From an optimization exercise on the open Yosys and OpenROAD flow, aimed at small area; shortcuts taken in it are not production practice. In this exercise RTL edits were held to simulation tests only and were not proved equivalent to the original. Power figures rest on the tool's default switching activity, not on a simulated workload.

### design/flow/standard.sh
#!/bin/bash
# synth_recipe.tcl (not shown) runs the flow's synth.tcl, then flattens the netlist and writes it again
# the make line also repeats each setting of config.mk as NAME=value (left out here)
make -C /OpenROAD-flow-scripts/flow DESIGN_CONFIG=/design/flow/config.mk WORK_HOME=/design/flow/orfs CLKGATE_MAP_FILE= SYNTH_SCRIPT=/design/flow/synth_recipe.tcl "${@:-finish}"
### design/flow/flow/run.sh
#!/bin/bash
# The standard layout (the standard.sh, unchanged synthesis), with two
# options passed to ORFS through its environment:
# - clock tree: clkbuf_16 sink clusters of at most 28 flip-flops within 95 um,
#   without the dummy loads CTS adds to balance the tree;
# - port buffers: sky130_fd_sc_hd__buf_1.
set -euo pipefail
export CTS_ARGS="-sink_clustering_enable -repair_clock_nets -sink_clustering_size 28 -sink_clustering_max_diameter 95 -buf_list sky130_fd_sc_hd__clkbuf_16 -dont_use_dummy_load"
export BUFFER_PORTS_ARGS="-buffer_cell sky130_fd_sc_hd__buf_1"
bash standard.sh > flow.log 2>&1
### design/flow/config.mk
export PLATFORM = sky130hd
export DESIGN_NAME = bitbang_core
export DESIGN_NICKNAME = bitbang_core
export VERILOG_FILES = /design/flow/design.v
export SDC_FILE = /design/flow/constraint.sdc
export NUM_CORES = 8
export LEC_CHECK = 0
export CAP_MARGIN = 20
export CORE_MARGIN = 2
export CORE_UTILIZATION = 60
export PLACE_DENSITY = 0.7
export SLEW_MARGIN = 20
export SYNTH_HIERARCHICAL = 1
### design/flow/constraint.sdc
create_clock -name core_clock -period 10.0 [get_ports {clk}]
set_input_delay 2.0000 -clock core_clock [delete_from_list [all_inputs] [get_ports {clk}]]
set_output_delay 2.0000 -clock core_clock [all_outputs]
set_load 0.01 [all_outputs]
### design/flow/design.v
module bb_aoi222 (
    input  wire [2:0] a,
    input  wire [2:0] s,
    output wire       y
);
    assign y = ~((a[0] & s[0]) | (a[1] & s[1]) | (a[2] & s[2]));
endmodule
module bb_nor2 (
    input  wire a,
    input  wire b,
    output wire y
);
    assign y = ~(a | b);
endmodule
module bb_and2 (
    input  wire a,
    input  wire b,
    output wire y
);
    assign y = a & b;
endmodule
module bb_aoi22 (
    input  wire [1:0] a,
    input  wire [1:0] s,
    output wire       y
);
    assign y = ~((a[0] & s[0]) | (a[1] & s[1]));
endmodule
module bb_nand2 (
    input  wire a,
    input  wire b,
    output wire y
);
    assign y = ~(a & b);
endmodule
module bitbang_core (
    input  wire        clk,
    input  wire        rst,           
    input  wire [10:0] host_addr,     
    input  wire        host_we,
    input  wire [31:0] host_wdata,
    input  wire        host_re,
    output reg  [31:0] host_rdata,    
    output wire        busy,
    output wire        ev_valid,
    output wire [1:0]  ev_kind,       
    output wire [2:0]  ev_role,
    output wire        ev_level,
    output wire [31:0] ev_dur,
    input  wire        ev_ack,
    input  wire        ev_fault,
    input  wire [7:0]  ev_info,
    input  wire        ev_rlevel
);
    localparam [29:0] TICKS = 30'd1000000000;
    localparam [3:0] OP_XLATE = 4'h1, OP_SPI_INIT = 4'h2, OP_SPI_FREE = 4'h3,
                     OP_SPI_XFER = 4'h4, OP_I2C_INIT = 4'h5, OP_I2C_FREE = 4'h6,
                     OP_I2C_WRITE = 4'h7, OP_I2C_READ = 4'h8, OP_I2C_WRRD = 4'h9,
                     OP_SER_INIT = 4'hA, OP_SER_FREE = 4'hB, OP_SER_WRITE = 4'hC,
                     OP_SER_READ = 4'hD;
    localparam [2:0] R_SCK = 3'd0, R_MOSI = 3'd1, R_MISO = 3'd2, R_SCL = 3'd3,
                     R_SDA = 3'd4, R_TX = 3'd5, R_RX = 3'd6;
    localparam [1:0] K_WRITE = 2'd0, K_READ = 2'd1, K_DELAY = 2'd2;
    localparam [2:0] E_OK = 3'd0, E_PIN = 3'd1, E_NACK = 3'd2, E_PARITY = 3'd3,
                     E_FRAME = 3'd4, E_CONFIG = 3'd5, E_ILLEGAL = 3'd6;
    localparam [2:0] PH_START1 = 3'd0, PH_START2 = 3'd1, PH_ADDR1 = 3'd2,
                     PH_ADDR2 = 3'd3, PH_WDATA = 3'd4, PH_RDATA = 3'd5,
                     PH_STOP = 3'd6, PH_FSTOP = 3'd7;
    reg        st_busy, st_done;
    reg [2:0]  st_err;
    reg        spi_valid, i2c_valid, ser_valid;
    reg [11:0] pinerr;               
    reg        po_sck, po_mosi, po_scl, po_sda, po_tx;
    reg [31:0] xl_rate;
    reg [29:0] xl_delay;
    reg [2:0]  spi_cfg;              
    reg [31:0] spi_rate;
    reg [28:0] spi_delay;
    reg [31:0] i2c_rate;
    reg [28:0] i2c_delay;
    reg [5:0]  ser_cfg;              
    reg [31:0] ser_rate;
    reg [29:0] ser_tbit;
    reg [7:0]  ser_rxdata;
    reg        dvp;                  
    reg [3:0]  op;
    reg [6:0]  addr7;                
    reg [7:0]  cnta, cntb;           
    reg [7:0]  bidx;                 
    reg [7:0]  sh;                   
    reg [2:0]  s;                    
    reg [3:0]  k;                    
    reg [2:0]  ph;                   
    reg        pacc;                 
    reg        stop2n;               
    reg        epin;                 
    reg        mwr, mrd;             
    reg [29:0] rem;                  
    wire [29:0] q = {cnta, cntb, sh, addr7[6:1]};
    reg        dph;                  
    reg        dbl;                  
    assign busy = st_busy;
    wire        dv_full  = (op == OP_SER_INIT) | ((op == OP_XLATE) & addr7[0]);
    reg [28:0] ser_thalf;
    reg [29:0] dv_res;               
    function [29:0] inc30(input [29:0] x, input cin, input skip);
        integer i;
        reg c, g;
        begin
            g = cin;
            c = cin;
            for (i = 0; i < 30; i = i + 1) begin
                if (skip && i == 15) begin
                    g = g & (&x[14:0]);
                    c = g;
                end
                inc30[i] = x[i] ^ c;
                c = x[i] & c;
            end
        end
    endfunction
    always @(*) begin
        ser_thalf = inc30({1'b0, ser_tbit[29:1]}, ser_tbit[0], 1'b1);
        dv_res    = inc30({q[29] & dv_full, q[28:0]}, rem != 30'd0, 1'b0);
    end
    wire       spi_cpha  = spi_cfg[0];
    wire       spi_cpol  = spi_cfg[1];
    wire       spi_lsbf  = spi_cfg[2];
    wire [1:0] ser_dbits = ser_cfg[1:0];
    wire       ser_pen   = ser_cfg[2];
    wire       ser_podd  = ser_cfg[3];
    wire       ser_stop2 = ser_cfg[4];
    wire       ser_msbf  = ser_cfg[5];
    wire [3:0] ser_n     = 4'd5 + {2'b00, ser_dbits};
    wire       f_spi  = (op == OP_SPI_XFER);
    wire       f_i2c  = (op == OP_I2C_WRITE) | (op == OP_I2C_READ) | (op == OP_I2C_WRRD);
    wire       f_tx   = (op == OP_SER_WRITE);
    wire       f_rx   = (op == OP_SER_READ);
    wire       f_ser  = f_tx | f_rx;
    wire       f_init = ~f_spi & ~f_i2c & ~f_ser;    
    wire       c_start = (k == 4'd0);
    wire       c_data  = ~c_start & (k <= ser_n);
    wire       c_par   = ser_pen & (k == ser_n + 4'd1);
    wire       c_stop  = ~c_start & ~c_data & ~c_par;
    wire       c_last  = c_stop & (stop2n | ~ser_stop2);
    wire       lsbf    = f_spi ? spi_lsbf : (f_ser & ~ser_msbf);
    wire [2:0] topb    = f_ser ? {1'b1, ser_dbits} : 3'd7;
    wire       sh_out  = lsbf ? sh[0] : sh[topb];
    function [7:0] shifted(input [7:0] v, input din);
        integer j;
        begin
            if (!lsbf) shifted = {v[6:0], din};
            else begin
                for (j = 0; j < 8; j = j + 1)
                    shifted[j] = (j == topb) ? din : ((j == 7) ? 1'b0 : v[(j + 1) % 8]);
            end
        end
    endfunction
    reg        e_valid;
    reg [1:0]  e_kind;
    reg [2:0]  e_role;
    reg        e_level;
    reg        i2c_last_step;
    wire [1:0] i2c_proc = (ph[2:1] == 2'b00) ? 2'd0 :           
                          (ph[2:1] == 2'b11) ? 2'd3 :           
                          (((ph == PH_RDATA) ^ (k == 4'd8)) ? 2'd2 : 2'd1);   
    always @(*) begin
        e_valid = 1'b1;
        e_kind  = K_WRITE;
        e_role  = R_SCK;
        e_level = 1'b1;
        i2c_last_step = 1'b0;
        if (f_spi) begin
            case ({spi_cpha, s})
                4'b0_000: begin e_role = R_MOSI; e_level = sh_out; end
                4'b0_001: e_kind = K_DELAY;
                4'b0_010: begin e_role = R_SCK; e_level = ~spi_cpol; end
                4'b0_011: begin e_kind = K_READ; e_role = R_MISO; end
                4'b0_100: e_kind = K_DELAY;
                4'b0_101: begin e_role = R_SCK; e_level = spi_cpol; end
                4'b1_000: begin e_role = R_SCK; e_level = ~spi_cpol; end
                4'b1_001: begin e_role = R_MOSI; e_level = sh_out; end
                4'b1_010: e_kind = K_DELAY;
                4'b1_011: begin e_role = R_SCK; e_level = spi_cpol; end
                4'b1_100: begin e_kind = K_READ; e_role = R_MISO; end
                default:  e_kind = K_DELAY;
            endcase
        end else if (f_i2c) begin
            case (i2c_proc)
                2'd0: case (s)    
                    3'd0: e_role = R_SDA;
                    3'd1: e_kind = K_DELAY;
                    3'd2: e_role = R_SCL;
                    3'd3: begin e_kind = K_READ; e_role = R_SCL; end
                    3'd4: e_kind = K_DELAY;
                    3'd5: begin e_role = R_SDA; e_level = 1'b0; end
                    3'd6: e_kind = K_DELAY;
                    default: begin e_role = R_SCL; e_level = 1'b0; i2c_last_step = 1'b1; end
                endcase
                2'd1: case (s)    
                    3'd0: begin
                        e_role = R_SDA;
                        e_level = (ph == PH_RDATA) ? (cntb == 8'd1) : sh[7];
                    end
                    3'd1: e_kind = K_DELAY;
                    3'd2: e_role = R_SCL;
                    3'd3: begin e_kind = K_READ; e_role = R_SCL; end
                    3'd4: e_kind = K_DELAY;
                    default: begin e_role = R_SCL; e_level = 1'b0; i2c_last_step = 1'b1; end
                endcase
                2'd2: case (s)    
                    3'd0: e_role = R_SDA;
                    3'd1: e_kind = K_DELAY;
                    3'd2: e_role = R_SCL;
                    3'd3: begin e_kind = K_READ; e_role = R_SCL; end
                    3'd4: e_kind = K_DELAY;
                    3'd5: begin e_kind = K_READ; e_role = R_SDA; end
                    default: begin e_role = R_SCL; e_level = 1'b0; i2c_last_step = 1'b1; end
                endcase
                default: case (s)    
                    3'd0: begin e_role = R_SCL; e_level = 1'b0; end
                    3'd1: begin e_role = R_SDA; e_level = 1'b0; end
                    3'd2: e_kind = K_DELAY;
                    3'd3: e_role = R_SCL;
                    3'd4: begin e_kind = K_READ; e_role = R_SCL; end
                    3'd5: e_kind = K_DELAY;
                    3'd6: e_role = R_SDA;
                    default: begin e_kind = K_DELAY; i2c_last_step = 1'b1; end
                endcase
            endcase
        end else if (f_tx) begin
            if (s == 3'd0) begin
                e_role = R_TX;
                if (c_start)     e_level = 1'b0;
                else if (c_data) e_level = sh_out;
                else if (c_par)  e_level = pacc ^ ser_podd;
            end else
                e_kind = K_DELAY;
        end else if (f_rx) begin
            if (s == 3'd0 || s == 3'd3) begin
                e_kind = K_READ; e_role = R_RX;
            end else
                e_kind = K_DELAY;
        end else begin
            e_valid = (op != OP_XLATE);
            case (op)
                OP_SPI_INIT: e_level = spi_cpol;
                OP_I2C_INIT: e_role = (s == 3'd0) ? R_SCL : R_SDA;
                default:     e_role = R_TX;
            endcase
        end
        if (!st_busy || dvp || mwr || mrd)
            e_valid = 1'b0;
    end
    assign ev_valid = e_valid;
    assign ev_kind  = e_kind;
    assign ev_role  = e_role;
    assign ev_level = e_level;
    assign ev_dur   = {2'b00, f_spi ? {1'b0, spi_delay} :
                              f_i2c ? {1'b0, i2c_delay} :
                              (f_rx && s == 3'd1) ? {1'b0, ser_thalf} : ser_tbit};
    wire ev_done = e_valid & ev_ack;
    wire ev_bad  = ev_done & ev_fault & (e_kind != K_DELAY);
    wire ev_good = ev_done & ~ev_bad;
    wire ev_wr   = (e_kind == K_WRITE);
    wire        dv_dbit  = TICKS[5'd29 - bidx[4:0]];
    wire [29:0] dv_sh    = {rem[28:0], dv_dbit};
    reg  [30:0] dv_rate;
    always @(*) begin
        case (op)
            OP_SPI_INIT: dv_rate = spi_rate[30:0];
            OP_I2C_INIT: dv_rate = i2c_rate[30:0];
            OP_SER_INIT: dv_rate = ser_rate[30:0];
            default:     dv_rate = xl_rate[30:0];
        endcase
    end
    reg  [29:0] dv_diff;
    reg         dv_fits, dv_blo;
    always @(*) begin : dvsub
        integer i;
        reg b;
        b = 1'b0;
        for (i = 0; i < 30; i = i + 1) begin
            if (i == 15) begin
                dv_blo = b;
                b = dbl;
            end
            dv_diff[i] = dv_sh[i] ^ dv_rate[i] ^ b;
            b = (~dv_sh[i] & dv_rate[i]) | (~(dv_sh[i] ^ dv_rate[i]) & b);
        end
        dv_fits = ~(b | dv_rate[30]);
    end
    wire        dv_last  = (bidx[4:0] == {4'b1110, dv_full});
    wire        aligned  = (host_addr[1:0] == 2'b00);
    wire        hw       = host_we & aligned & ~st_busy;
    wire        hw_cmd   = hw & (host_addr == 11'h000);
    wire [3:0]  c_op     = host_wdata[3:0];
    wire [7:0]  c_lena   = host_wdata[23:16];
    wire [7:0]  c_lenb   = host_wdata[31:24];
    reg         c_illegal, c_rate_bad;
    wire        xl_bad   = xl_rate[31]  | (xl_rate  == 32'd0);
    wire        spi_bad  = spi_rate[31] | (spi_rate == 32'd0);
    wire        i2c_bad  = i2c_rate[31] | (i2c_rate == 32'd0);
    wire        ser_bad  = ser_rate[31] | (ser_rate == 32'd0);
    always @(*) begin
        case (c_op)
            OP_XLATE:     c_illegal = 1'b0;
            OP_SPI_INIT:  c_illegal = spi_valid;
            OP_SPI_FREE,
            OP_SPI_XFER:  c_illegal = ~spi_valid;
            OP_I2C_INIT:  c_illegal = i2c_valid;
            OP_I2C_FREE,
            OP_I2C_WRITE,
            OP_I2C_READ:  c_illegal = ~i2c_valid;
            OP_I2C_WRRD:  c_illegal = ~i2c_valid | (({1'b0, c_lena} + {1'b0, c_lenb}) > 9'd256);
            OP_SER_INIT:  c_illegal = ser_valid;
            OP_SER_FREE,
            OP_SER_WRITE,
            OP_SER_READ:  c_illegal = ~ser_valid;
            default:      c_illegal = 1'b1;
        endcase
        case (c_op)
            OP_SPI_INIT:  c_rate_bad = spi_bad;
            OP_I2C_INIT:  c_rate_bad = i2c_bad;
            OP_SER_INIT:  c_rate_bad = ser_bad;
            default:      c_rate_bad = xl_bad;
        endcase
    end
    wire [7:0]  b_idx      = st_busy ? bidx : host_addr[9:2];
    wire        b_we       = (hw & host_addr[10]) | (st_busy & mwr);
    reg  [7:0]  s_rd;
    wire [7:0]  b_wd       = rst ? 8'd0 : (~b_we ? s_rd : (st_busy ? sh : host_wdata[7:0]));
    reg  [15:0] b_pa, b_pb;
    always @(*) begin : pdec
        integer i;
        for (i = 0; i < 16; i = i + 1) begin
            b_pa[i] = rst | (b_idx[3:0] == i[3:0]);
            b_pb[i] = rst | (b_idx[7:4] == i[3:0]);
        end
    end
    wire [255:0] b_sel;
    reg  [15:0] h_pa_n, h_pb_n;
    always @(*) begin : hdec
        integer i;
        for (i = 0; i < 16; i = i + 1) begin
            h_pa_n[i] = (host_addr[5:2] != i[3:0]);
            h_pb_n[i] = (host_addr[9:6] != i[3:0]);
        end
    end
    wire [255:0] h_sel;
    reg  [7:0]   b_rd;
    wire [2047:0] b_flat;
    genvar gi, gb;
    generate
        for (gi = 0; gi < 256; gi = gi + 1) begin : g_buf
            reg [7:0] m;
            always @(posedge clk)
                if (b_sel[gi])
                    m <= b_wd;
            assign b_flat[gi*8 +: 8] = m;
        end
        for (gi = 0; gi < 256; gi = gi + 1) begin : g_dec
            bb_and2 u_d (.a(b_pa[gi % 16]), .b(b_pb[gi / 16]), .y(b_sel[gi]));
        end
        for (gb = 0; gb < 8; gb = gb + 1) begin : g_rd
            wire [85:0] y;
            for (gi = 0; gi < 85; gi = gi + 1) begin : g_t
                bb_aoi222 u_t (
                    .a({b_flat[(3*gi+2)*8+gb], b_flat[(3*gi+1)*8+gb], b_flat[(3*gi)*8+gb]}),
                    .s(b_sel[3*gi+2:3*gi]),
                    .y(y[gi]));
            end
            assign y[85] = ~(b_flat[255*8+gb] & b_sel[255]);
            always @(*) s_rd[gb] = ~&y;
        end
        for (gi = 0; gi < 256; gi = gi + 1) begin : g_hdec
            bb_nor2 u_d (.a(h_pa_n[gi % 16]), .b(h_pb_n[gi / 16]), .y(h_sel[gi]));
        end
        for (gb = 0; gb < 8; gb = gb + 1) begin : g_hrd
            wire [85:0] y;
            for (gi = 0; gi < 85; gi = gi + 1) begin : g_t
                bb_aoi222 u_t (
                    .a({b_flat[(3*gi+2)*8+gb], b_flat[(3*gi+1)*8+gb], b_flat[(3*gi)*8+gb]}),
                    .s(h_sel[3*gi+2:3*gi]),
                    .y(y[gi]));
            end
            assign y[85] = ~(b_flat[255*8+gb] & h_sel[255]);
            always @(*) b_rd[gb] = ~&y;
        end
    endgenerate
    wire        rd_reg = aligned & ~rst & (host_addr[10:7] == 4'd0);
    wire        rs_st  = rd_reg & (host_addr[6:2] == 5'h01);
    wire        rs_pe  = rd_reg & (host_addr[6:2] == 5'h02);
    wire        rs_po  = rd_reg & (host_addr[6:2] == 5'h03);
    wire        rs_xr  = rd_reg & (host_addr[6:2] == 5'h04);
    wire        rs_xd  = rd_reg & (host_addr[6:2] == 5'h05);
    wire        rs_sc  = rd_reg & (host_addr[6:2] == 5'h08);
    wire        rs_sr  = rd_reg & (host_addr[6:2] == 5'h09);
    wire        rs_sd  = rd_reg & (host_addr[6:2] == 5'h0A);
    wire        rs_ir  = rd_reg & (host_addr[6:2] == 5'h0C);
    wire        rs_id  = rd_reg & (host_addr[6:2] == 5'h0D);
    wire        rs_ec  = rd_reg & (host_addr[6:2] == 5'h10);
    wire        rs_er  = rd_reg & (host_addr[6:2] == 5'h11);
    wire        rs_et  = rd_reg & (host_addr[6:2] == 5'h12);
    wire        rs_eh  = rd_reg & (host_addr[6:2] == 5'h13);
    wire        rs_rx  = rd_reg & (host_addr[6:2] == 5'h14);
    wire        rs_bf  = aligned & ~rst & host_addr[10];
    wire [31:0] rd_val;
    wire rdt0_0, rdt0_1, rdt0_2, rdt0_3, rdt0_4, rdt0_5;
    bb_aoi222 u_rdt0_0 (.a({po_sck, pinerr[0], st_busy}), .s({rs_po, rs_pe, rs_st}), .y(rdt0_0));
    bb_aoi222 u_rdt0_1 (.a({spi_cfg[0], xl_delay[0], xl_rate[0]}), .s({rs_sc, rs_xd, rs_xr}), .y(rdt0_1));
    bb_aoi222 u_rdt0_2 (.a({i2c_rate[0], spi_delay[0], spi_rate[0]}), .s({rs_ir, rs_sd, rs_sr}), .y(rdt0_2));
    bb_aoi222 u_rdt0_3 (.a({ser_rate[0], ser_cfg[0], i2c_delay[0]}), .s({rs_er, rs_ec, rs_id}), .y(rdt0_3));
    bb_aoi222 u_rdt0_4 (.a({ser_rxdata[0], ser_thalf[0], ser_tbit[0]}), .s({rs_rx, rs_eh, rs_et}), .y(rdt0_4));
    bb_nand2 u_rdt0_5 (.a(b_rd[0]), .b(rs_bf), .y(rdt0_5));
    assign rd_val[0] = ~&{rdt0_0, rdt0_1, rdt0_2, rdt0_3, rdt0_4, rdt0_5};
    wire rdt1_0, rdt1_1, rdt1_2, rdt1_3, rdt1_4, rdt1_5;
    bb_aoi222 u_rdt1_0 (.a({po_mosi, pinerr[1], st_done}), .s({rs_po, rs_pe, rs_st}), .y(rdt1_0));
    bb_aoi222 u_rdt1_1 (.a({spi_cfg[1], xl_delay[1], xl_rate[1]}), .s({rs_sc, rs_xd, rs_xr}), .y(rdt1_1));
    bb_aoi222 u_rdt1_2 (.a({i2c_rate[1], spi_delay[1], spi_rate[1]}), .s({rs_ir, rs_sd, rs_sr}), .y(rdt1_2));
    bb_aoi222 u_rdt1_3 (.a({ser_rate[1], ser_cfg[1], i2c_delay[1]}), .s({rs_er, rs_ec, rs_id}), .y(rdt1_3));
    bb_aoi222 u_rdt1_4 (.a({ser_rxdata[1], ser_thalf[1], ser_tbit[1]}), .s({rs_rx, rs_eh, rs_et}), .y(rdt1_4));
    bb_nand2 u_rdt1_5 (.a(b_rd[1]), .b(rs_bf), .y(rdt1_5));
    assign rd_val[1] = ~&{rdt1_0, rdt1_1, rdt1_2, rdt1_3, rdt1_4, rdt1_5};
    wire rdt2_0, rdt2_1, rdt2_2, rdt2_3, rdt2_4;
    bb_aoi222 u_rdt2_0 (.a({xl_delay[2], xl_rate[2], pinerr[2]}), .s({rs_xd, rs_xr, rs_pe}), .y(rdt2_0));
    bb_aoi222 u_rdt2_1 (.a({spi_delay[2], spi_rate[2], spi_cfg[2]}), .s({rs_sd, rs_sr, rs_sc}), .y(rdt2_1));
    bb_aoi222 u_rdt2_2 (.a({ser_cfg[2], i2c_delay[2], i2c_rate[2]}), .s({rs_ec, rs_id, rs_ir}), .y(rdt2_2));
    bb_aoi222 u_rdt2_3 (.a({ser_thalf[2], ser_tbit[2], ser_rate[2]}), .s({rs_eh, rs_et, rs_er}), .y(rdt2_3));
    bb_aoi22 u_rdt2_4 (.a({b_rd[2], ser_rxdata[2]}), .s({rs_bf, rs_rx}), .y(rdt2_4));
    assign rd_val[2] = ~&{rdt2_0, rdt2_1, rdt2_2, rdt2_3, rdt2_4};
    wire rdt3_0, rdt3_1, rdt3_2, rdt3_3, rdt3_4;
    bb_aoi222 u_rdt3_0 (.a({xl_rate[3], po_scl, pinerr[3]}), .s({rs_xr, rs_po, rs_pe}), .y(rdt3_0));
    bb_aoi222 u_rdt3_1 (.a({spi_delay[3], spi_rate[3], xl_delay[3]}), .s({rs_sd, rs_sr, rs_xd}), .y(rdt3_1));
    bb_aoi222 u_rdt3_2 (.a({ser_cfg[3], i2c_delay[3], i2c_rate[3]}), .s({rs_ec, rs_id, rs_ir}), .y(rdt3_2));
    bb_aoi222 u_rdt3_3 (.a({ser_thalf[3], ser_tbit[3], ser_rate[3]}), .s({rs_eh, rs_et, rs_er}), .y(rdt3_3));
    bb_aoi22 u_rdt3_4 (.a({b_rd[3], ser_rxdata[3]}), .s({rs_bf, rs_rx}), .y(rdt3_4));
    assign rd_val[3] = ~&{rdt3_0, rdt3_1, rdt3_2, rdt3_3, rdt3_4};
    wire rdt4_0, rdt4_1, rdt4_2, rdt4_3, rdt4_4;
    bb_aoi222 u_rdt4_0 (.a({xl_rate[4], po_sda, st_err[0]}), .s({rs_xr, rs_po, rs_st}), .y(rdt4_0));
    bb_aoi222 u_rdt4_1 (.a({spi_delay[4], spi_rate[4], xl_delay[4]}), .s({rs_sd, rs_sr, rs_xd}), .y(rdt4_1));
    bb_aoi222 u_rdt4_2 (.a({ser_cfg[4], i2c_delay[4], i2c_rate[4]}), .s({rs_ec, rs_id, rs_ir}), .y(rdt4_2));
    bb_aoi222 u_rdt4_3 (.a({ser_thalf[4], ser_tbit[4], ser_rate[4]}), .s({rs_eh, rs_et, rs_er}), .y(rdt4_3));
    bb_aoi22 u_rdt4_4 (.a({b_rd[4], ser_rxdata[4]}), .s({rs_bf, rs_rx}), .y(rdt4_4));
    assign rd_val[4] = ~&{rdt4_0, rdt4_1, rdt4_2, rdt4_3, rdt4_4};
    wire rdt5_0, rdt5_1, rdt5_2, rdt5_3, rdt5_4;
    bb_aoi222 u_rdt5_0 (.a({xl_rate[5], po_tx, st_err[1]}), .s({rs_xr, rs_po, rs_st}), .y(rdt5_0));
    bb_aoi222 u_rdt5_1 (.a({spi_delay[5], spi_rate[5], xl_delay[5]}), .s({rs_sd, rs_sr, rs_xd}), .y(rdt5_1));
    bb_aoi222 u_rdt5_2 (.a({ser_cfg[5], i2c_delay[5], i2c_rate[5]}), .s({rs_ec, rs_id, rs_ir}), .y(rdt5_2));
    bb_aoi222 u_rdt5_3 (.a({ser_thalf[5], ser_tbit[5], ser_rate[5]}), .s({rs_eh, rs_et, rs_er}), .y(rdt5_3));
    bb_aoi22 u_rdt5_4 (.a({b_rd[5], ser_rxdata[5]}), .s({rs_bf, rs_rx}), .y(rdt5_4));
    assign rd_val[5] = ~&{rdt5_0, rdt5_1, rdt5_2, rdt5_3, rdt5_4};
    wire rdt6_0, rdt6_1, rdt6_2, rdt6_3;
    bb_aoi222 u_rdt6_0 (.a({xl_delay[6], xl_rate[6], st_err[2]}), .s({rs_xd, rs_xr, rs_st}), .y(rdt6_0));
    bb_aoi222 u_rdt6_1 (.a({i2c_rate[6], spi_delay[6], spi_rate[6]}), .s({rs_ir, rs_sd, rs_sr}), .y(rdt6_1));
    bb_aoi222 u_rdt6_2 (.a({ser_tbit[6], ser_rate[6], i2c_delay[6]}), .s({rs_et, rs_er, rs_id}), .y(rdt6_2));
    bb_aoi222 u_rdt6_3 (.a({b_rd[6], ser_rxdata[6], ser_thalf[6]}), .s({rs_bf, rs_rx, rs_eh}), .y(rdt6_3));
    assign rd_val[6] = ~&{rdt6_0, rdt6_1, rdt6_2, rdt6_3};
    wire rdt7_0, rdt7_1, rdt7_2, rdt7_3;
    bb_aoi222 u_rdt7_0 (.a({spi_rate[7], xl_delay[7], xl_rate[7]}), .s({rs_sr, rs_xd, rs_xr}), .y(rdt7_0));
    bb_aoi222 u_rdt7_1 (.a({i2c_delay[7], i2c_rate[7], spi_delay[7]}), .s({rs_id, rs_ir, rs_sd}), .y(rdt7_1));
    bb_aoi222 u_rdt7_2 (.a({ser_thalf[7], ser_tbit[7], ser_rate[7]}), .s({rs_eh, rs_et, rs_er}), .y(rdt7_2));
    bb_aoi22 u_rdt7_3 (.a({b_rd[7], ser_rxdata[7]}), .s({rs_bf, rs_rx}), .y(rdt7_3));
    assign rd_val[7] = ~&{rdt7_0, rdt7_1, rdt7_2, rdt7_3};
    wire rdt8_0, rdt8_1, rdt8_2, rdt8_3;
    bb_aoi222 u_rdt8_0 (.a({xl_rate[8], pinerr[4], spi_valid}), .s({rs_xr, rs_pe, rs_st}), .y(rdt8_0));
    bb_aoi222 u_rdt8_1 (.a({spi_delay[8], spi_rate[8], xl_delay[8]}), .s({rs_sd, rs_sr, rs_xd}), .y(rdt8_1));
    bb_aoi222 u_rdt8_2 (.a({ser_rate[8], i2c_delay[8], i2c_rate[8]}), .s({rs_er, rs_id, rs_ir}), .y(rdt8_2));
    bb_aoi22 u_rdt8_3 (.a({ser_thalf[8], ser_tbit[8]}), .s({rs_eh, rs_et}), .y(rdt8_3));
    assign rd_val[8] = ~&{rdt8_0, rdt8_1, rdt8_2, rdt8_3};
    wire rdt9_0, rdt9_1, rdt9_2, rdt9_3;
    bb_aoi222 u_rdt9_0 (.a({xl_rate[9], pinerr[5], i2c_valid}), .s({rs_xr, rs_pe, rs_st}), .y(rdt9_0));
    bb_aoi222 u_rdt9_1 (.a({spi_delay[9], spi_rate[9], xl_delay[9]}), .s({rs_sd, rs_sr, rs_xd}), .y(rdt9_1));
    bb_aoi222 u_rdt9_2 (.a({ser_rate[9], i2c_delay[9], i2c_rate[9]}), .s({rs_er, rs_id, rs_ir}), .y(rdt9_2));
    bb_aoi22 u_rdt9_3 (.a({ser_thalf[9], ser_tbit[9]}), .s({rs_eh, rs_et}), .y(rdt9_3));
    assign rd_val[9] = ~&{rdt9_0, rdt9_1, rdt9_2, rdt9_3};
    wire rdt10_0, rdt10_1, rdt10_2, rdt10_3;
    bb_aoi222 u_rdt10_0 (.a({xl_rate[10], pinerr[6], ser_valid}), .s({rs_xr, rs_pe, rs_st}), .y(rdt10_0));
    bb_aoi222 u_rdt10_1 (.a({spi_delay[10], spi_rate[10], xl_delay[10]}), .s({rs_sd, rs_sr, rs_xd}), .y(rdt10_1));
    bb_aoi222 u_rdt10_2 (.a({ser_rate[10], i2c_delay[10], i2c_rate[10]}), .s({rs_er, rs_id, rs_ir}), .y(rdt10_2));
    bb_aoi22 u_rdt10_3 (.a({ser_thalf[10], ser_tbit[10]}), .s({rs_eh, rs_et}), .y(rdt10_3));
    assign rd_val[10] = ~&{rdt10_0, rdt10_1, rdt10_2, rdt10_3};
    wire rdt11_0, rdt11_1, rdt11_2, rdt11_3;
    bb_aoi222 u_rdt11_0 (.a({xl_delay[11], xl_rate[11], pinerr[7]}), .s({rs_xd, rs_xr, rs_pe}), .y(rdt11_0));
    bb_aoi222 u_rdt11_1 (.a({i2c_rate[11], spi_delay[11], spi_rate[11]}), .s({rs_ir, rs_sd, rs_sr}), .y(rdt11_1));
    bb_aoi222 u_rdt11_2 (.a({ser_tbit[11], ser_rate[11], i2c_delay[11]}), .s({rs_et, rs_er, rs_id}), .y(rdt11_2));
    bb_nand2 u_rdt11_3 (.a(ser_thalf[11]), .b(rs_eh), .y(rdt11_3));
    assign rd_val[11] = ~&{rdt11_0, rdt11_1, rdt11_2, rdt11_3};
    wire rdt12_0, rdt12_1, rdt12_2, rdt12_3;
    bb_aoi222 u_rdt12_0 (.a({xl_delay[12], xl_rate[12], pinerr[8]}), .s({rs_xd, rs_xr, rs_pe}), .y(rdt12_0));
    bb_aoi222 u_rdt12_1 (.a({i2c_rate[12], spi_delay[12], spi_rate[12]}), .s({rs_ir, rs_sd, rs_sr}), .y(rdt12_1));
    bb_aoi222 u_rdt12_2 (.a({ser_tbit[12], ser_rate[12], i2c_delay[12]}), .s({rs_et, rs_er, rs_id}), .y(rdt12_2));
    bb_nand2 u_rdt12_3 (.a(ser_thalf[12]), .b(rs_eh), .y(rdt12_3));
    assign rd_val[12] = ~&{rdt12_0, rdt12_1, rdt12_2, rdt12_3};
    wire rdt13_0, rdt13_1, rdt13_2, rdt13_3;
    bb_aoi222 u_rdt13_0 (.a({xl_delay[13], xl_rate[13], pinerr[9]}), .s({rs_xd, rs_xr, rs_pe}), .y(rdt13_0));
    bb_aoi222 u_rdt13_1 (.a({i2c_rate[13], spi_delay[13], spi_rate[13]}), .s({rs_ir, rs_sd, rs_sr}), .y(rdt13_1));
    bb_aoi222 u_rdt13_2 (.a({ser_tbit[13], ser_rate[13], i2c_delay[13]}), .s({rs_et, rs_er, rs_id}), .y(rdt13_2));
    bb_nand2 u_rdt13_3 (.a(ser_thalf[13]), .b(rs_eh), .y(rdt13_3));
    assign rd_val[13] = ~&{rdt13_0, rdt13_1, rdt13_2, rdt13_3};
    wire rdt14_0, rdt14_1, rdt14_2, rdt14_3;
    bb_aoi222 u_rdt14_0 (.a({xl_delay[14], xl_rate[14], pinerr[10]}), .s({rs_xd, rs_xr, rs_pe}), .y(rdt14_0));
    bb_aoi222 u_rdt14_1 (.a({i2c_rate[14], spi_delay[14], spi_rate[14]}), .s({rs_ir, rs_sd, rs_sr}), .y(rdt14_1));
    bb_aoi222 u_rdt14_2 (.a({ser_tbit[14], ser_rate[14], i2c_delay[14]}), .s({rs_et, rs_er, rs_id}), .y(rdt14_2));
    bb_nand2 u_rdt14_3 (.a(ser_thalf[14]), .b(rs_eh), .y(rdt14_3));
    assign rd_val[14] = ~&{rdt14_0, rdt14_1, rdt14_2, rdt14_3};
    wire rdt15_0, rdt15_1, rdt15_2, rdt15_3;
    bb_aoi222 u_rdt15_0 (.a({xl_delay[15], xl_rate[15], pinerr[11]}), .s({rs_xd, rs_xr, rs_pe}), .y(rdt15_0));
    bb_aoi222 u_rdt15_1 (.a({i2c_rate[15], spi_delay[15], spi_rate[15]}), .s({rs_ir, rs_sd, rs_sr}), .y(rdt15_1));
    bb_aoi222 u_rdt15_2 (.a({ser_tbit[15], ser_rate[15], i2c_delay[15]}), .s({rs_et, rs_er, rs_id}), .y(rdt15_2));
    bb_nand2 u_rdt15_3 (.a(ser_thalf[15]), .b(rs_eh), .y(rdt15_3));
    assign rd_val[15] = ~&{rdt15_0, rdt15_1, rdt15_2, rdt15_3};
    wire rdt16_0, rdt16_1, rdt16_2;
    bb_aoi222 u_rdt16_0 (.a({spi_rate[16], xl_delay[16], xl_rate[16]}), .s({rs_sr, rs_xd, rs_xr}), .y(rdt16_0));
    bb_aoi222 u_rdt16_1 (.a({i2c_delay[16], i2c_rate[16], spi_delay[16]}), .s({rs_id, rs_ir, rs_sd}), .y(rdt16_1));
    bb_aoi222 u_rdt16_2 (.a({ser_thalf[16], ser_tbit[16], ser_rate[16]}), .s({rs_eh, rs_et, rs_er}), .y(rdt16_2));
    assign rd_val[16] = ~&{rdt16_0, rdt16_1, rdt16_2};
    wire rdt17_0, rdt17_1, rdt17_2;
    bb_aoi222 u_rdt17_0 (.a({spi_rate[17], xl_delay[17], xl_rate[17]}), .s({rs_sr, rs_xd, rs_xr}), .y(rdt17_0));
    bb_aoi222 u_rdt17_1 (.a({i2c_delay[17], i2c_rate[17], spi_delay[17]}), .s({rs_id, rs_ir, rs_sd}), .y(rdt17_1));
    bb_aoi222 u_rdt17_2 (.a({ser_thalf[17], ser_tbit[17], ser_rate[17]}), .s({rs_eh, rs_et, rs_er}), .y(rdt17_2));
    assign rd_val[17] = ~&{rdt17_0, rdt17_1, rdt17_2};
    wire rdt18_0, rdt18_1, rdt18_2;
    bb_aoi222 u_rdt18_0 (.a({spi_rate[18], xl_delay[18], xl_rate[18]}), .s({rs_sr, rs_xd, rs_xr}), .y(rdt18_0));
    bb_aoi222 u_rdt18_1 (.a({i2c_delay[18], i2c_rate[18], spi_delay[18]}), .s({rs_id, rs_ir, rs_sd}), .y(rdt18_1));
    bb_aoi222 u_rdt18_2 (.a({ser_thalf[18], ser_tbit[18], ser_rate[18]}), .s({rs_eh, rs_et, rs_er}), .y(rdt18_2));
    assign rd_val[18] = ~&{rdt18_0, rdt18_1, rdt18_2};
    wire rdt19_0, rdt19_1, rdt19_2;
    bb_aoi222 u_rdt19_0 (.a({spi_rate[19], xl_delay[19], xl_rate[19]}), .s({rs_sr, rs_xd, rs_xr}), .y(rdt19_0));
    bb_aoi222 u_rdt19_1 (.a({i2c_delay[19], i2c_rate[19], spi_delay[19]}), .s({rs_id, rs_ir, rs_sd}), .y(rdt19_1));
    bb_aoi222 u_rdt19_2 (.a({ser_thalf[19], ser_tbit[19], ser_rate[19]}), .s({rs_eh, rs_et, rs_er}), .y(rdt19_2));
    assign rd_val[19] = ~&{rdt19_0, rdt19_1, rdt19_2};
    wire rdt20_0, rdt20_1, rdt20_2;
    bb_aoi222 u_rdt20_0 (.a({spi_rate[20], xl_delay[20], xl_rate[20]}), .s({rs_sr, rs_xd, rs_xr}), .y(rdt20_0));
    bb_aoi222 u_rdt20_1 (.a({i2c_delay[20], i2c_rate[20], spi_delay[20]}), .s({rs_id, rs_ir, rs_sd}), .y(rdt20_1));
    bb_aoi222 u_rdt20_2 (.a({ser_thalf[20], ser_tbit[20], ser_rate[20]}), .s({rs_eh, rs_et, rs_er}), .y(rdt20_2));
    assign rd_val[20] = ~&{rdt20_0, rdt20_1, rdt20_2};
    wire rdt21_0, rdt21_1, rdt21_2;
    bb_aoi222 u_rdt21_0 (.a({spi_rate[21], xl_delay[21], xl_rate[21]}), .s({rs_sr, rs_xd, rs_xr}), .y(rdt21_0));
    bb_aoi222 u_rdt21_1 (.a({i2c_delay[21], i2c_rate[21], spi_delay[21]}), .s({rs_id, rs_ir, rs_sd}), .y(rdt21_1));
    bb_aoi222 u_rdt21_2 (.a({ser_thalf[21], ser_tbit[21], ser_rate[21]}), .s({rs_eh, rs_et, rs_er}), .y(rdt21_2));
    assign rd_val[21] = ~&{rdt21_0, rdt21_1, rdt21_2};
    wire rdt22_0, rdt22_1, rdt22_2;
    bb_aoi222 u_rdt22_0 (.a({spi_rate[22], xl_delay[22], xl_rate[22]}), .s({rs_sr, rs_xd, rs_xr}), .y(rdt22_0));
    bb_aoi222 u_rdt22_1 (.a({i2c_delay[22], i2c_rate[22], spi_delay[22]}), .s({rs_id, rs_ir, rs_sd}), .y(rdt22_1));
    bb_aoi222 u_rdt22_2 (.a({ser_thalf[22], ser_tbit[22], ser_rate[22]}), .s({rs_eh, rs_et, rs_er}), .y(rdt22_2));
    assign rd_val[22] = ~&{rdt22_0, rdt22_1, rdt22_2};
    wire rdt23_0, rdt23_1, rdt23_2;
    bb_aoi222 u_rdt23_0 (.a({spi_rate[23], xl_delay[23], xl_rate[23]}), .s({rs_sr, rs_xd, rs_xr}), .y(rdt23_0));
    bb_aoi222 u_rdt23_1 (.a({i2c_delay[23], i2c_rate[23], spi_delay[23]}), .s({rs_id, rs_ir, rs_sd}), .y(rdt23_1));
    bb_aoi222 u_rdt23_2 (.a({ser_thalf[23], ser_tbit[23], ser_rate[23]}), .s({rs_eh, rs_et, rs_er}), .y(rdt23_2));
    assign rd_val[23] = ~&{rdt23_0, rdt23_1, rdt23_2};
    wire rdt24_0, rdt24_1, rdt24_2;
    bb_aoi222 u_rdt24_0 (.a({spi_rate[24], xl_delay[24], xl_rate[24]}), .s({rs_sr, rs_xd, rs_xr}), .y(rdt24_0));
    bb_aoi222 u_rdt24_1 (.a({i2c_delay[24], i2c_rate[24], spi_delay[24]}), .s({rs_id, rs_ir, rs_sd}), .y(rdt24_1));
    bb_aoi222 u_rdt24_2 (.a({ser_thalf[24], ser_tbit[24], ser_rate[24]}), .s({rs_eh, rs_et, rs_er}), .y(rdt24_2));
    assign rd_val[24] = ~&{rdt24_0, rdt24_1, rdt24_2};
    wire rdt25_0, rdt25_1, rdt25_2;
    bb_aoi222 u_rdt25_0 (.a({spi_rate[25], xl_delay[25], xl_rate[25]}), .s({rs_sr, rs_xd, rs_xr}), .y(rdt25_0));
    bb_aoi222 u_rdt25_1 (.a({i2c_delay[25], i2c_rate[25], spi_delay[25]}), .s({rs_id, rs_ir, rs_sd}), .y(rdt25_1));
    bb_aoi222 u_rdt25_2 (.a({ser_thalf[25], ser_tbit[25], ser_rate[25]}), .s({rs_eh, rs_et, rs_er}), .y(rdt25_2));
    assign rd_val[25] = ~&{rdt25_0, rdt25_1, rdt25_2};
    wire rdt26_0, rdt26_1, rdt26_2;
    bb_aoi222 u_rdt26_0 (.a({spi_rate[26], xl_delay[26], xl_rate[26]}), .s({rs_sr, rs_xd, rs_xr}), .y(rdt26_0));
    bb_aoi222 u_rdt26_1 (.a({i2c_delay[26], i2c_rate[26], spi_delay[26]}), .s({rs_id, rs_ir, rs_sd}), .y(rdt26_1));
    bb_aoi222 u_rdt26_2 (.a({ser_thalf[26], ser_tbit[26], ser_rate[26]}), .s({rs_eh, rs_et, rs_er}), .y(rdt26_2));
    assign rd_val[26] = ~&{rdt26_0, rdt26_1, rdt26_2};
    wire rdt27_0, rdt27_1, rdt27_2;
    bb_aoi222 u_rdt27_0 (.a({spi_rate[27], xl_delay[27], xl_rate[27]}), .s({rs_sr, rs_xd, rs_xr}), .y(rdt27_0));
    bb_aoi222 u_rdt27_1 (.a({i2c_delay[27], i2c_rate[27], spi_delay[27]}), .s({rs_id, rs_ir, rs_sd}), .y(rdt27_1));
    bb_aoi222 u_rdt27_2 (.a({ser_thalf[27], ser_tbit[27], ser_rate[27]}), .s({rs_eh, rs_et, rs_er}), .y(rdt27_2));
    assign rd_val[27] = ~&{rdt27_0, rdt27_1, rdt27_2};
    wire rdt28_0, rdt28_1, rdt28_2;
    bb_aoi222 u_rdt28_0 (.a({spi_rate[28], xl_delay[28], xl_rate[28]}), .s({rs_sr, rs_xd, rs_xr}), .y(rdt28_0));
    bb_aoi222 u_rdt28_1 (.a({i2c_delay[28], i2c_rate[28], spi_delay[28]}), .s({rs_id, rs_ir, rs_sd}), .y(rdt28_1));
    bb_aoi222 u_rdt28_2 (.a({ser_thalf[28], ser_tbit[28], ser_rate[28]}), .s({rs_eh, rs_et, rs_er}), .y(rdt28_2));
    assign rd_val[28] = ~&{rdt28_0, rdt28_1, rdt28_2};
    wire rdt29_0, rdt29_1;
    bb_aoi222 u_rdt29_0 (.a({spi_rate[29], xl_delay[29], xl_rate[29]}), .s({rs_sr, rs_xd, rs_xr}), .y(rdt29_0));
    bb_aoi222 u_rdt29_1 (.a({ser_tbit[29], ser_rate[29], i2c_rate[29]}), .s({rs_et, rs_er, rs_ir}), .y(rdt29_1));
    assign rd_val[29] = ~&{rdt29_0, rdt29_1};
    wire rdt30_0, rdt30_1;
    bb_aoi222 u_rdt30_0 (.a({i2c_rate[30], spi_rate[30], xl_rate[30]}), .s({rs_ir, rs_sr, rs_xr}), .y(rdt30_0));
    bb_nand2 u_rdt30_1 (.a(ser_rate[30]), .b(rs_er), .y(rdt30_1));
    assign rd_val[30] = ~&{rdt30_0, rdt30_1};
    wire rdt31_0, rdt31_1;
    bb_aoi222 u_rdt31_0 (.a({i2c_rate[31], spi_rate[31], xl_rate[31]}), .s({rs_ir, rs_sr, rs_xr}), .y(rdt31_0));
    bb_nand2 u_rdt31_1 (.a(ser_rate[31]), .b(rs_er), .y(rdt31_1));
    assign rd_val[31] = ~&{rdt31_0, rdt31_1};
    always @(posedge clk)
        if (rst | host_re)
            host_rdata <= rd_val;
    wire [31:0] hwd     = host_wdata & {32{~rst}};
    wire [29:0] dres    = dv_res & {30{~rst}};
    wire        w_xlr   = hw & (host_addr == 11'h010);
    wire        w_spic  = hw & (host_addr == 11'h020) & ~spi_valid;
    wire        w_spir  = hw & (host_addr == 11'h024) & ~spi_valid;
    wire        w_i2cr  = hw & (host_addr == 11'h030) & ~i2c_valid;
    wire        w_serc  = hw & (host_addr == 11'h040) & ~ser_valid;
    wire        w_serr  = hw & (host_addr == 11'h044) & ~ser_valid;
    wire        init_ok = st_busy & f_init & ~dvp &
                          ((op == OP_XLATE) | (ev_good & ~((op == OP_I2C_INIT) & (s == 3'd0))));
    always @(posedge clk) begin
        if (rst | w_xlr)  xl_rate  <= hwd;
        if (rst | w_spic) spi_cfg  <= hwd[2:0];
        if (rst | w_spir) spi_rate <= hwd;
        if (rst | w_i2cr) i2c_rate <= hwd;
        if (rst | w_serc) ser_cfg  <= {hwd[5:2], host_wdata[1:0] | {2{rst}}};
        if (rst | w_serr) ser_rate <= hwd;
        if (rst | (init_ok & (op == OP_XLATE)))    xl_delay  <= dres;
        if (rst | (init_ok & (op == OP_SPI_INIT))) spi_delay <= dres[28:0];
        if (rst | (init_ok & (op == OP_I2C_INIT))) i2c_delay <= dres[28:0];
        if (rst | (init_ok & (op == OP_SER_INIT))) ser_tbit  <= dres;
    end
    task finish(input [2:0] code);
        begin
            st_err  <= code;
            st_done <= 1'b1;
            st_busy <= 1'b0;
        end
    endtask
    task finish_pin(input [11:0] pin);
        begin
            finish(E_PIN);
            pinerr <= pin;
        end
    endtask
    wire [11:0] ev_pin = {ev_info, ev_wr, e_role};
    always @(posedge clk) begin
        if (rst) begin
            st_busy    <= 1'b0;
            st_done    <= 1'b0;
            st_err     <= 3'd0;
            spi_valid  <= 1'b0;
            i2c_valid  <= 1'b0;
            ser_valid  <= 1'b0;
            pinerr     <= 12'd0;
            po_sck     <= 1'b0;
            po_mosi    <= 1'b0;
            po_scl     <= 1'b1;
            po_sda     <= 1'b1;
            po_tx      <= 1'b1;
            ser_rxdata <= 8'd0;
        end else begin
            if (ev_good && ev_wr) begin
                case (e_role)
                    R_SCK:  po_sck  <= e_level;
                    R_MOSI: po_mosi <= e_level;
                    R_SCL:  po_scl  <= e_level;
                    R_SDA:  po_sda  <= e_level;
                    R_TX:   po_tx   <= e_level;
                    default: ;
                endcase
            end
            if (!st_busy) begin
                if (hw_cmd) begin
                    op      <= c_op;
                    addr7   <= host_wdata[10:4];
                    cnta    <= c_lena;
                    cntb    <= c_lenb;
                    st_done <= 1'b0;
                    st_err  <= 3'd0;
                    bidx    <= 8'd0;
                    s       <= 3'd0;
                    k       <= 4'd0;
                    ph      <= PH_START1;
                    sh      <= (c_op == OP_SER_READ) ? 8'd0 : c_lena;
                    pacc    <= 1'b0;
                    stop2n  <= 1'b0;
                    rem     <= 30'd0;
                    mwr     <= 1'b0;
                    mrd     <= (c_op == OP_SPI_XFER);
                    dph     <= 1'b0;
                    dvp     <= (c_op == OP_XLATE) | (c_op == OP_SPI_INIT) |
                               (c_op == OP_I2C_INIT) | (c_op == OP_SER_INIT);
                    if (c_illegal) begin
                        finish(E_ILLEGAL);
                    end else begin
                        case (c_op)
                            OP_XLATE, OP_SPI_INIT, OP_I2C_INIT, OP_SER_INIT: begin
                                if (c_rate_bad) finish(E_CONFIG);
                                else st_busy <= 1'b1;
                            end
                            OP_SPI_FREE: begin spi_valid <= 1'b0; finish(E_OK); end
                            OP_I2C_FREE: begin i2c_valid <= 1'b0; finish(E_OK); end
                            OP_SER_FREE: begin ser_valid <= 1'b0; finish(E_OK); end
                            OP_SPI_XFER: begin
                                if (c_lena == 8'd0) finish(E_OK);
                                else st_busy <= 1'b1;
                            end
                            default: st_busy <= 1'b1;    
                        endcase
                    end
                end
            end else if (mwr) begin
                mwr  <= 1'b0;
                bidx <= bidx + 8'd1;
                if (f_spi) begin
                    cnta <= cnta - 8'd1;
                    if (cnta == 8'd1) finish(E_OK);
                    else mrd <= 1'b1;
                end else begin
                    cntb <= cntb - 8'd1;
                    if (cntb == 8'd1) ph <= PH_STOP;
                end
            end else if (mrd) begin
                mrd <= 1'b0;
                sh  <= s_rd;
            end else if (f_init) begin
                if (dvp) begin
                    dph <= ~dph;
                    dbl <= dv_blo;
                    if (dph) begin
                        bidx <= bidx + 8'd1;
                        rem  <= dv_fits ? dv_diff : dv_sh;
                        {cnta, cntb, sh, addr7[6:1]} <= {q[28:0], dv_fits};
                        if (dv_last) dvp <= 1'b0;
                    end
                end else if (op == OP_XLATE) begin
                    finish(E_OK);
                end else if (ev_done) begin
                    if (ev_bad) finish_pin(ev_pin);
                    else if (op == OP_I2C_INIT && s == 3'd0) s <= 3'd1;
                    else begin
                        finish(E_OK);
                        case (op)
                            OP_SPI_INIT: spi_valid <= 1'b1;
                            OP_I2C_INIT: i2c_valid <= 1'b1;
                            default:     ser_valid <= 1'b1;
                        endcase
                    end
                end
            end else if (f_spi) begin
                if (ev_done) begin
                    if (ev_bad) finish_pin(ev_pin);
                    else begin
                        if (s == (spi_cpha ? 3'd4 : 3'd3))
                            sh <= shifted(sh, ev_rlevel);
                        if (s != 3'd5) s <= s + 3'd1;
                        else begin
                            s <= 3'd0;
                            k <= {1'b0, k[2:0] + 3'd1};
                            if (k[2:0] == 3'd7) mwr <= 1'b1;
                        end
                    end
                end
            end else if (f_i2c) begin
                if (ev_done) begin
                    if (ev_bad) begin
                        if (ph == PH_FSTOP) begin
                            if (epin) finish_pin({sh, k});
                            else finish(E_NACK);
                        end else if (ph == PH_STOP)
                            finish_pin(ev_pin);
                        else begin
                            epin <= 1'b1;
                            sh   <= ev_info;
                            k    <= {ev_wr, e_role};
                            ph   <= PH_FSTOP;
                            s    <= 3'd0;
                        end
                    end else if (e_kind == K_READ && e_role == R_SCL && !ev_rlevel) begin
                    end else if (!i2c_last_step) begin
                        s <= s + 3'd1;
                        if ((i2c_proc == 2'd1 && s == 3'd0 && ph != PH_RDATA) ||
                            (i2c_proc == 2'd2 && s == 3'd5))
                            sh <= {sh[6:0], ev_rlevel};
                    end else begin
                        s <= 3'd0;
                        case (ph)
                            PH_START1, PH_START2: begin
                                ph <= (ph == PH_START1) ? PH_ADDR1 : PH_ADDR2;
                                sh <= {addr7, (ph == PH_START2) || (op == OP_I2C_READ)};
                                k  <= 4'd0;
                            end
                            PH_STOP: finish(E_OK);
                            PH_FSTOP: begin
                                if (epin) finish_pin({sh, k});
                                else finish(E_NACK);
                            end
                            PH_RDATA: begin
                                if (k != 4'd8) k <= k + 4'd1;
                                else begin
                                    k   <= 4'd0;
                                    mwr <= 1'b1;
                                end
                            end
                            default: begin   
                                if (k != 4'd8) k <= k + 4'd1;
                                else begin
                                    k <= 4'd0;
                                    if (sh[0]) begin
                                        epin <= 1'b0;
                                        ph   <= PH_FSTOP;
                                    end else if (ph == PH_ADDR2 || op == OP_I2C_READ) begin
                                        ph <= (cntb != 8'd0) ? PH_RDATA : PH_STOP;
                                    end else begin
                                        if (ph == PH_WDATA) begin
                                            bidx <= bidx + 8'd1;
                                            cnta <= cnta - 8'd1;
                                        end
                                        if ((ph == PH_WDATA) ? (cnta != 8'd1) : (cnta != 8'd0)) begin
                                            ph  <= PH_WDATA;
                                            mrd <= 1'b1;
                                        end else
                                            ph <= (op == OP_I2C_WRRD) ? PH_START2 : PH_STOP;
                                    end
                                end
                            end
                        endcase
                    end
                end
            end else if (f_tx) begin
                if (ev_done) begin
                    if (ev_bad) finish_pin(ev_pin);
                    else if (s == 3'd0) begin
                        s <= 3'd1;
                        if (c_data) begin
                            pacc <= pacc ^ sh_out;
                            sh   <= shifted(sh, 1'b0);
                        end
                    end else begin
                        s <= 3'd0;
                        if (c_last) finish(E_OK);
                        else if (c_stop) stop2n <= 1'b1;
                        else k <= k + 4'd1;
                    end
                end
            end else begin
                if (ev_done) begin
                    if (ev_bad) finish_pin(ev_pin);
                    else case (s)
                        3'd0: if (!ev_rlevel) s <= 3'd1;
                        3'd1: begin s <= 3'd2; k <= 4'd1; end
                        3'd2: s <= 3'd3;
                        default: begin
                            s <= 3'd2;
                            if (c_data) begin
                                sh   <= shifted(sh, ev_rlevel);
                                pacc <= pacc ^ ev_rlevel;
                                k    <= k + 4'd1;
                            end else if (c_par) begin
                                if (ev_rlevel != (pacc ^ ser_podd)) finish(E_PARITY);
                                else k <= k + 4'd1;
                            end else begin
                                if (!ev_rlevel) finish(E_FRAME);
                                else if (c_last) begin
                                    ser_rxdata <= sh;
                                    finish(E_OK);
                                end else stop2n <= 1'b1;
                            end
                        end
                    endcase
                end
            end
        end
    end
endmodule
==> run notes <==
layout cells sized above 1 = 0.0536
vias = 78.2k
TritonCTS Buffers = 103
Period minus WS final = 8.83 ns
Rows = 153
reg-to-reg slack, setup = 1.17 ns
GP Congestion = 0.996
reg2reg start = op[0]
Final setup viols = 0
worst reg2reg path depth = 27
# clock sinks = 2459
clk latency of the worst-skew pair = 0.81 ns
Port Buffers = 127
Worst EP arrival = 9.41 ns
simple-gate share of the synthesized area = 0.0910
core area = 174000 um2
post-synthesis mux area share = 0.00712
vias in the first global route = 72.2k
Worst VDD drop = 0.000174 V
DRC = 0
pins over their slew limit = 0
largest net degree at the start of global routing = 257
M1 wire length = 129000 um
Post-synth top flop = edfxtp_1
Total GRT Usage = 0.397
I/O Pins = 130
Crit. End Element = flip-flop
ys async rst share = 0
Cells after Synth = 6700
Final Skew = 0.101 ns
Fin. Hold Viols = 0
Die X = 422 um
Filler cells = 12.7k
outcome = no timing/DRC/antenna violations
Yosys top cell area share = 0.695
register area share after synthesis = 0.701
main area contributors after synthesis = edfxtp_1, a222oi_1, nand4_1, and2_1, nor2_1
Post-Route WL = 365000 um
slowest CP cell = edfxtp_1
routed len/inst = 39.1 um
Mapped Avg Cell Area = 15.6 um2
Max Cap Viol = 0
final period utilization = 0.883
area grow syn2layout = 6.95%
clk buf depth = 3
Syn Std Cell Area = 105000 um2
Top cell by count, worst path = fa_1
Seq cells post-synth = 2459
crit path kind = reg -> reg
gr ovfl total = 0
post-route ant nets = 0
Worst-path clk slew = 0.10 ns
Slew HR = 0.142
Post-CTS Resized = 0
initial antenna violation count = 36
Synth Area in XOR/XNOR = 0.00175
PnR Total Power = 19.0 mW
first-pass GRT wire length = 515000 um
Initial Utilization = 0.603
area fraction in compound gates after synthesis = 0.174
Nets = 7140
area share of fa/ha/maj cells after synthesis = 0.0172
largest family of logic cells by synthesized area = compound AO/OA/AOI/OAI gates
first-pass detailed-route iteration total = 17
biggest area consumer among synthesized cells = edfxtp_1
worst hold-check path type = reg -> reg
Max Freq = 113 MHz
number of synthesis warnings = 7
Yosys cell types = 91
pre-CTS setup slack = 1.33 ns
HPWL Detailed = 244000 um
TritonCTS clock tree = yes
slowest stage delay, CP = 0.72 ns
hold_sp = ser_rxdata[6]
most common cell after layout, fill and taps aside = edfxtp_1
final setup TNS = 0 ns
met3 wire length = 52300 um
unrepaired setup endpoints after global routing = no
Hold WS = 0.527 ns
Crit path required time = 10.57 ns
CP Max Fanout = 20
Startpoint Class = flip-flop
uppermost layer routed = met5
Min-Delay Path Depth = 2
Worst Hold Endpoint = ser_rxdata[6]
Lkg Pwr = 34.7 nW
DIE AREA = 178000 um2
hold_buf cts = 0
metal2 WL = 163000 um
RR Endpoint = rem[0]
number of setup buffers added after CTS = 0
Post-synth EDFFs = 2426
Starting DRT DRC Count = 20.1k
worst setup margin = 1.17 ns
PD cells = 169 nW/um2
CTS HTree Levels = 3
most frequent cells in the layout = edfxtp_1, a222oi_1, nor2_1
slew at the pin closest to its max-slew limit = 1.28 ns
vias per cell = 8.38
Die Y = 422 um
Root Driver = clkbuf_16
## critical path, delay by kind of cell (launching register included)
kind	cells	cell delay, ns
adder cells (fa/ha/maj)	15	5.71
AND/OR/NAND/NOR	7	1.24
buffers and inverters	4	0.76
flip-flops	1	0.72
AO/OA/AOI/OAI	1	0.21
## cells by family (layout without fill, tap and decap cells)
kind of cell	count (synthesis)	count (layout)
adders and majority gates	126	126
DFF	2459	2459
other	1	57
xor gates and xnor gates	21	21
muxes	73	73
and+or+nand+nor	1821	1821
AOI/OAI and AO/OA	2000	2000
buffers and inverters	199	452
## worst max path at each step
stage / cells after the start / from / endpoint / slack (ns)
4_1_cts: 27 / op[0] / rem[0] / 1.24
3_3_place_gp: 27 / op[0] / rem[0] / 1.47
6_report: 27 / op[0] / rem[0] / 1.17
3_5_place_dp: 22 / op[0] / rem[0] / 1.33
2_1_floorplan: 13 / host_addr[6] / g_buf[0].m[3] / -1.05
5_1_grt: 22 / op[0] / rem[0] / 0.74
## Yosys cell counts, types with 12 or more instances
cell type / number
inv_1: 55
a22o_1: 13
nand4_1: 368
o21ai_0: 127
nor2_1: 403
a222oi_1: 1490
nor4_1: 129
clkbuf_1: 115
a21oi_1: 105
mux2_2: 13
buf_1: 15
nor3_1: 46
a211oi_1: 38
a31oi_1: 26
xor2_1: 14
nand3_1: 95
nand2_1: 322
nand2b_1: 24
and2_1: 264
and3_1: 15
or4_1: 12
edfxtp_1: 2426
ha_1: 96
a22oi_1: 41
o22ai_1: 20
nor2b_1: 84
fa_1: 30
mux2i_1: 60
dfxtp_1: 33
## state kept, by name, indices dropped and copies added, names as in the netlist, 12 cells and up
| name | cells |
|---|---|
| xl_rate | 32 |
| spi_delay | 29 |
| rem | 30 |
| i2c_delay | 29 |
| i2c_rate | 32 |
| xl_delay | 30 |
| ser_rate | 32 |
| spi_rate | 32 |
| ser_tbit | 30 |
| host_rdata | 32 |
| g_buf.m | 2048 |
| pinerr | 12 |
## where the power goes
| group | internal (mW) | switching (mW) | total (mW) | leakage, nW |
|---|---|---|---|---|
| logic | 0.373 | 1.23 | 1.60 | 10.0 |
| clock network | 1.85 | 3.02 | 4.87 | 1.27 |
| registers | 12.1 | 0.379 | 12.5 | 23.4 |
| total | 14.3 | 4.63 | 19.0 | 34.7 |
## area by class of cell
type | instances | area, um2 | share of cell area
Antenna cell | 55 | 138 | 0.00123
Tap cell | 2325 | 2910 | 0.0259
Clock buffer | 103 | 2580 | 0.0230
Timing Repair Buffer | 290 | 1850 | 0.0165
Sequential cell | 2459 | 73500 | 0.656
Multi-Input combinational cell | 4043 | 30900 | 0.276
Inverter | 59 | 221 | 0.00198
## per-module statistics from Yosys (local to each module, per instance)
| module | flops+latches | cells inside | times used |
|---|---|---|---|
| bb_and2 | 0 | 1 | 256 |
| bb_aoi222 | 0 | 1 | 1460 |
| bb_aoi22 | 0 | 1 | 8 |
| bitbang_core | 2459 | 4711 | 1 |
| bb_nand2 | 0 | 1 | 9 |
| bb_nor2 | 0 | 1 | 256 |
## layer usage
layer,GRT usage,vias up
met1,0.550,39000
met3,0.0955,994
met5,0,-
met2,0.589,6936
li1,-,31300
met4,0.205,14
## through the flow
step           cells  area (um2)   util
5_1_grt         9294      112000  0.645
6_report        9334      112000  0.645
4_1_cts         9274      112000  0.643
2_1_floorplan   6701      105000      -
3_5_place_dp    9171      109000  0.628
3_3_place_gp    9171      109000  0.628

## what the ideal ports hide
Ports are ideal in the flow. The routed layout listed here was re-timed in OpenROAD. Step 1 sets driving cells, clkbuf_16 on the clock port and buf_2 on the other inputs (assumed; they add their load-dependent delay and slew). Step 2, shift: input delay + t, output delay - t, t = (earliest + latest rising clock arrival at the registers) / 2. This alone moves slack from input paths to output paths. a / b / c = ideal ports / drivers / drivers and shift; a / b = the first two.
t, ns: 0.862
setup WS [ns]: 1.166 / 1.166 / 1.153
hold WS [ns]: 0.527 / 0.527 / 0.527
worst setup path after step 2: input to register
worst register clock-pin slew, ns: 0.12 / 0.12
After both steps this run still meets setup and hold. The setup slack of this run moves by 0.000 ns with the drivers and by -0.013 ns with both steps.
